Source: an optimization exercise on an open RTL-to-GDS flow (aim: small area, a short achievable clock period and few clock cycles). Production flows keep margins and buffers that such runs may drop. Power and IR drop assume default switching activity.

==> module sctp_enc, before the edit <==
module sctp_enc (
    input  wire        clk,
    input  wire        rst,
    input  wire        cmd_valid,
    output wire        cmd_ready,
    input  wire [3:0]  cmd_op,
    input  wire [63:0] cmd_arg,
    input  wire [3:0]  cmd_cnt,
    input  wire        cmd_last,
    output wire        out_valid,
    input  wire        out_ready,
    output wire [63:0] out_data,
    output wire [3:0]  out_cnt,
    output wire        out_last,
    output wire        out_fault
);
    reg [135:0] A;           
    reg [1:0]   A17;
    reg [4:0]   k;           
    reg         last_pend;   
    reg         fault_pend;  
    reg         faulted;     
    reg         ev;          
    reg  [87:0] eS;          
    reg         e_lop;       
    reg  [3:0]  en;          
    reg         elast;       
    reg         efault;      
    reg         ov;          
    reg         ol;          
    reg         rfree;       
    reg         rtake;       
    reg         rx;          
    reg  [2:0]  off;         
    assign out_valid = ov;
    assign out_last  = ol;
    assign out_cnt   = {!ol | k[3], k[2:0] & {3{ol}}};
    assign out_data  = A[63:0];
    assign out_fault = fault_pend;
    wire take = ov && out_ready;
    wire merge = ev && (rfree || (rtake && out_ready));
    assign cmd_ready = rx || (rtake && out_ready);
    wire accept = cmd_valid && cmd_ready;
    wire [3:0]  op = cmd_op;
    wire [63:0] a  = cmd_arg;
    wire is_data   = (op == 4'd14);
    wire is_sleb   = (op == 4'd9);
    wire leb_op    = (op == 4'd8) || is_sleb || (op == 4'd13);
    wire is_fix    = !op[3] || (op[3:1] == 3'b101);
    wire bad_short = (op == 4'd12) && (a[7:4] != 4'd0);
    reg [8:0] v;
    integer m;
    always @(*) begin
        for (m = 0; m < 8; m = m + 1) begin
            if (is_sleb)
                v[m] = (a[7*m + 6 +: 7] != {7{a[63]}});
            else
                v[m] = (a[7*m + 7 +: 7] != 7'd0);
        end
        v[8] = is_sleb ? (a[62] != a[63]) : a[63];
    end
    reg [3:0] ngrp;
    integer p;
    always @(*) begin
        ngrp = 4'd0;
        for (p = 0; p < 9; p = p + 1)
            if (v[p]) ngrp = p + 1;
    end
    wire big = (|v) || (a[6:4] != 3'd0) || (a[3:0] == 4'hF);
    reg [3:0] hi;
    always @(*) begin
        if (op == 4'd12 || (op == 4'd13 && !big)) hi = a[3:0];
        else if (op == 4'd13)                     hi = 4'hF;
        else                                      hi = 4'h0;
    end
    reg [87:0] S;
    integer i;
    always @(*) begin
        S[7:0] = is_data ? a[7:0] : {hi, op};
        for (i = 1; i < 9; i = i + 1) begin
            if (leb_op)                S[8*i +: 8] = {v[i-1], a[7*(i-1) +: 7]};
            else if (is_data && i < 8) S[8*i +: 8] = a[8*i +: 8];
            else                       S[8*i +: 8] = a[8*(i-1) +: 8];
        end
        S[79:72] = {v[8], a[62:56]};
        S[87:80] = {1'b0, {6{is_sleb & a[63]}}, a[63]};
    end
    reg [3:0] nb;
    always @(*) begin
        if (faulted || bad_short)  nb = 4'd0;
        else if (is_data)          nb = cmd_cnt[3] ? 4'd8 : cmd_cnt;
        else if (leb_op && (op != 4'd13 || big))
                                   nb = ngrp + 4'd2;
        else if (is_fix) begin
            case ({op[3], op[2:0]})
                4'b0000, 4'b0001: nb = 4'd2;
                4'b0010, 4'b0011: nb = 4'd3;
                4'b0100, 4'b0101,
                4'b1010:          nb = 4'd5;
                default:          nb = 4'd9;
            endcase
        end else                   nb = 4'd1;
    end
    wire [8:0] evb = {eS[79], eS[71], eS[63], eS[55], eS[47], eS[39], eS[31], eS[23], eS[15]};
    reg  [8:0] ec;
    integer q;
    always @(*) begin
        for (q = 0; q < 9; q = q + 1)
            ec[q] = |(evb >> q);
    end
    reg [87:0] eX;
    integer r;
    always @(*) begin
        eX = eS;
        for (r = 0; r < 9; r = r + 1)
            eX[8*r + 15] = e_lop ? ec[r] : eS[8*r + 15];
    end
    wire [95:0]  sh1 = off[0] ? {eX, eX[7:0]}   : {eX[87:80], eX};
    wire [111:0] sh2 = off[1] ? {sh1, sh1[15:0]} : {sh1[95:80], sh1};
    wire [143:0] sh  = off[2] ? {sh2, sh2[31:0]} : {sh2[111:80], sh2};
    wire [4:0] m_k   = {2'b00, off} + {1'b0, en};   
    wire       m_ge8  = m_k[4] || m_k[3];
    wire       m_gt8  = m_k[4] || (m_k[3] && m_k[2:0] != 3'd0);
    wire       m_ge16 = m_k[4];
    wire t_ge8 = k[4];
    wire t_le8 = !k[4] || (k[3:0] == 4'd0);
    reg [4:0] nk;
    reg [2:0] noff;
    reg       nlp, nov, nol, nfree, ntake;
    wire      nev = cmd_ready ? cmd_valid : ev;
    always @(*) begin
        nk    = k;
        noff  = off;
        nlp   = last_pend;
        nov   = ov;
        nol   = ol;
        nfree = rfree;
        ntake = rtake;
        if (merge) begin
            nk    = m_k;
            noff  = elast ? 3'd0 : m_k[2:0];
            nlp   = elast;
            nov   = m_ge8 || elast;
            nol   = elast && !m_gt8;
            nfree = !elast && !m_ge8;
            ntake = elast ? !m_gt8 : (m_ge8 && !m_ge16);
        end else if (take) begin
            if (ol) begin
                nk    = 5'd0;
                noff  = 3'd0;
                nlp   = 1'b0;
                nov   = 1'b0;
                nol   = 1'b0;
                nfree = 1'b1;
                ntake = 1'b0;
            end else begin
                nk    = k - 5'd8;
                nov   = t_ge8 || last_pend;
                nol   = last_pend && t_le8;
                nfree = !last_pend && !t_ge8;
                ntake = last_pend ? t_le8 : t_ge8;
            end
        end
    end
    integer j;
    always @(posedge clk) begin
        for (j = 0; j < 17; j = j + 1) begin
            if (merge && j >= off)
                A[8*j +: 8] <= sh[8*j +: 8];
            else if (take && j < 9)
                A[8*j +: 8] <= A[8*j + 64 +: 8];
            else if (take && j == 9)
                A[8*j +: 8] <= {1'b0, {6{A17[1]}}, A17[0]};
        end
        if (merge)
            A17 <= sh[137:136];
        if (merge && elast)
            fault_pend <= efault;
        if (cmd_ready) begin
            eS     <= S;
            e_lop  <= leb_op;
            en     <= nb;
            elast  <= cmd_last;
            efault <= faulted || bad_short;
        end
        if (rst) begin
            k         <= 5'd0;
            last_pend <= 1'b0;
            faulted   <= 1'b0;
            ev        <= 1'b0;
            ov        <= 1'b0;
            ol        <= 1'b0;
            rfree     <= 1'b1;
            rtake     <= 1'b0;
            rx        <= 1'b1;
            off       <= 3'd0;
        end else begin
            if (accept)
                faulted <= !cmd_last && (faulted || bad_short);
            ev        <= nev;
            k         <= nk;
            last_pend <= nlp;
            ov        <= nov;
            ol        <= nol;
            rfree     <= nfree;
            rtake     <= ntake;
            rx        <= !nev || nfree;
            off       <= noff;
        end
    end
endmodule
export LEC_CHECK = 0
export CAP_MARGIN = 20
export CORE_MARGIN = 2
export CORE_UTILIZATION = 40
export SETUP_SLACK_MARGIN = 2.2
export SLEW_MARGIN = 20
create_clock -name core_clock -period 4.5 [get_ports {clk}]
standard.sh (not shown) runs the stock make flow with config.mk's settings and CLKGATE_MAP_FILE= SYNTH_SCRIPT=/design/flow/synth_recipe.tcl, a recipe that flattens the netlist after the stock synthesis.
==> flow/flow/run.sh <==
#!/bin/bash
# Standard ORFS flow, with the ports buffered by buf_2 cells.
export BUFFER_PORTS_ARGS="-buffer_cell sky130_fd_sc_hd__buf_2"
bash standard.sh > standard.log 2>&1
Rerun with:
--- a/flow/design.v
+++ b/flow/design.v
@@ -24,5 +24,7 @@
     reg  [87:0] eS;          
     reg         e_lop;       
-    reg  [3:0]  en;          
+    reg         e_13;        
+    reg         e_pbig;      
+    reg  [3:0]  enb;         
     reg         elast;       
     reg         efault;      
@@ -60,22 +62,8 @@
         v[8] = is_sleb ? (a[62] != a[63]) : a[63];
     end
-    reg [3:0] ngrp;
-    integer p;
-    always @(*) begin
-        ngrp = 4'd0;
-        for (p = 0; p < 9; p = p + 1)
-            if (v[p]) ngrp = p + 1;
-    end
-    wire big = (|v) || (a[6:4] != 3'd0) || (a[3:0] == 4'hF);
-    reg [3:0] hi;
-    always @(*) begin
-        if (op == 4'd12 || (op == 4'd13 && !big)) hi = a[3:0];
-        else if (op == 4'd13)                     hi = 4'hF;
-        else                                      hi = 4'h0;
-    end
     reg [87:0] S;
     integer i;
     always @(*) begin
-        S[7:0] = is_data ? a[7:0] : {hi, op};
+        S[7:0] = is_data ? a[7:0] : {(op[3:1] == 3'b110) ? a[3:0] : 4'h0, op};
         for (i = 1; i < 9; i = i + 1) begin
             if (leb_op)                S[8*i +: 8] = {v[i-1], a[7*(i-1) +: 7]};
@@ -90,6 +78,4 @@
         if (faulted || bad_short)  nb = 4'd0;
         else if (is_data)          nb = cmd_cnt[3] ? 4'd8 : cmd_cnt;
-        else if (leb_op && (op != 4'd13 || big))
-                                   nb = ngrp + 4'd2;
         else if (is_fix) begin
             case ({op[3], op[2:0]})
@@ -109,18 +95,33 @@
             ec[q] = |(evb >> q);
     end
+    wire ebig = e_pbig || ec[0];             
     reg [87:0] eX;
     integer r;
     always @(*) begin
         eX = eS;
+        eX[7:4] = eS[7:4] | {4{e_13 & ebig}};
         for (r = 0; r < 9; r = r + 1)
             eX[8*r + 15] = e_lop ? ec[r] : eS[8*r + 15];
     end
+    wire       t2   = !e_13 || ebig;
+    wire [3:0] ecnt = {ec[7], ec[3] & !ec[7], (ec[1] & !ec[3]) | (ec[5] & !ec[7]),
+                       (ec[0] & !ec[1]) | (ec[2] & !ec[3]) | (ec[4] & !ec[5]) | (ec[6] & !ec[7]) | ec[8]};
     wire [95:0]  sh1 = off[0] ? {eX, eX[7:0]}   : {eX[87:80], eX};
     wire [111:0] sh2 = off[1] ? {sh1, sh1[15:0]} : {sh1[95:80], sh1};
     wire [143:0] sh  = off[2] ? {sh2, sh2[31:0]} : {sh2[111:80], sh2};
-    wire [4:0] m_k   = {2'b00, off} + {1'b0, en};   
-    wire       m_ge8  = m_k[4] || m_k[3];
-    wire       m_gt8  = m_k[4] || (m_k[3] && m_k[2:0] != 3'd0);
-    wire       m_ge16 = m_k[4];
+    wire [11:0] tb;
+    genvar g;
+    generate
+        for (g = 0; g < 12; g = g + 1) begin : g_tb
+            assign tb[g] = (enb >= g);
+        end
+    endgenerate
+    wire [11:0] T = e_lop ? {ec, t2, 2'b11} : tb;
+    wire m_ge8  = T[4'd8 - {1'b0, off}];                   
+    wire m_gt8  = T[4'd9 - {1'b0, off}];                   
+    wire m_ge16 = (off == 3'd5) ? T[11] : (off == 3'd6) ? T[10] :
+                  (off == 3'd7) ? T[9] : 1'b0;             
+    wire [4:0] m_k = e_lop ? ({2'b00, off} + {4'd0, t2} + 5'd1) + {1'b0, ecnt}
+                           : {2'b00, off} + {1'b0, enb};
     wire t_ge8 = k[4];
     wire t_le8 = !k[4] || (k[3:0] == 4'd0);
@@ -179,6 +180,8 @@
         if (cmd_ready) begin
             eS     <= S;
-            e_lop  <= leb_op;
-            en     <= nb;
+            e_lop  <= leb_op && !faulted;
+            e_13   <= (op == 4'd13);
+            e_pbig <= (a[6:4] != 3'd0) || (a[3:0] == 4'hF);
+            enb    <= nb;
             elast  <= cmd_last;
             efault <= faulted || bad_short;
After rerunning:
- design area climbs by a few percent
- routed wire length goes up by a few percent
- power increases by roughly a tenth
- clock skew is about the same
- worst setup slack degrades by 130 ps
- die area rises by a few percent
- area after synthesis rose by a few percent
- first-iteration DRC count climbs by a quarter to a third
- global-route usage is about the same
- flip-flop and latch count rose by 2
- non-clock buffer count decreases by 2
No run of this note included a check of the RTL's function; only the layout flow was run.

## what the ideal ports hide
The flow's constraints put no driver on any port. The routed layouts listed below were extracted and timed again, unchanged, in two steps. Step 1, drivers: a clkbuf_16 drives clk and a buf_2 each remaining input, both assumed. Step 2 moves the port delays by t, midway between the first and last clock arrival at a register: inputs arrive t later, outputs are due t later. That takes back most of the time a late clock gives input paths. a / b / c = ideal ports / drivers / drivers and shift; a / b = the first two.
| run | t (ns) | setup slack, ns | hold slack, ns | latest minus earliest clock arrival (ns) | worst data-port slew with drivers (ns) |
|---|---|---|---|---|---|
| the first run | 0.580 | 1.880 / 1.875 / 1.295 | 0.430 / 0.430 / 0.430 | 0.014 / 0.014 | 0.07 |
| the second run | 0.581 | 1.752 / 1.752 / 1.543 | 0.421 / 0.421 / 0.421 | 0.014 / 0.014 | 0.06 |
After both steps setup and hold are still met in every run listed. The setup slack of the first run, which loses most, moves by -0.005 ns with the drivers and by -0.585 ns with both steps.
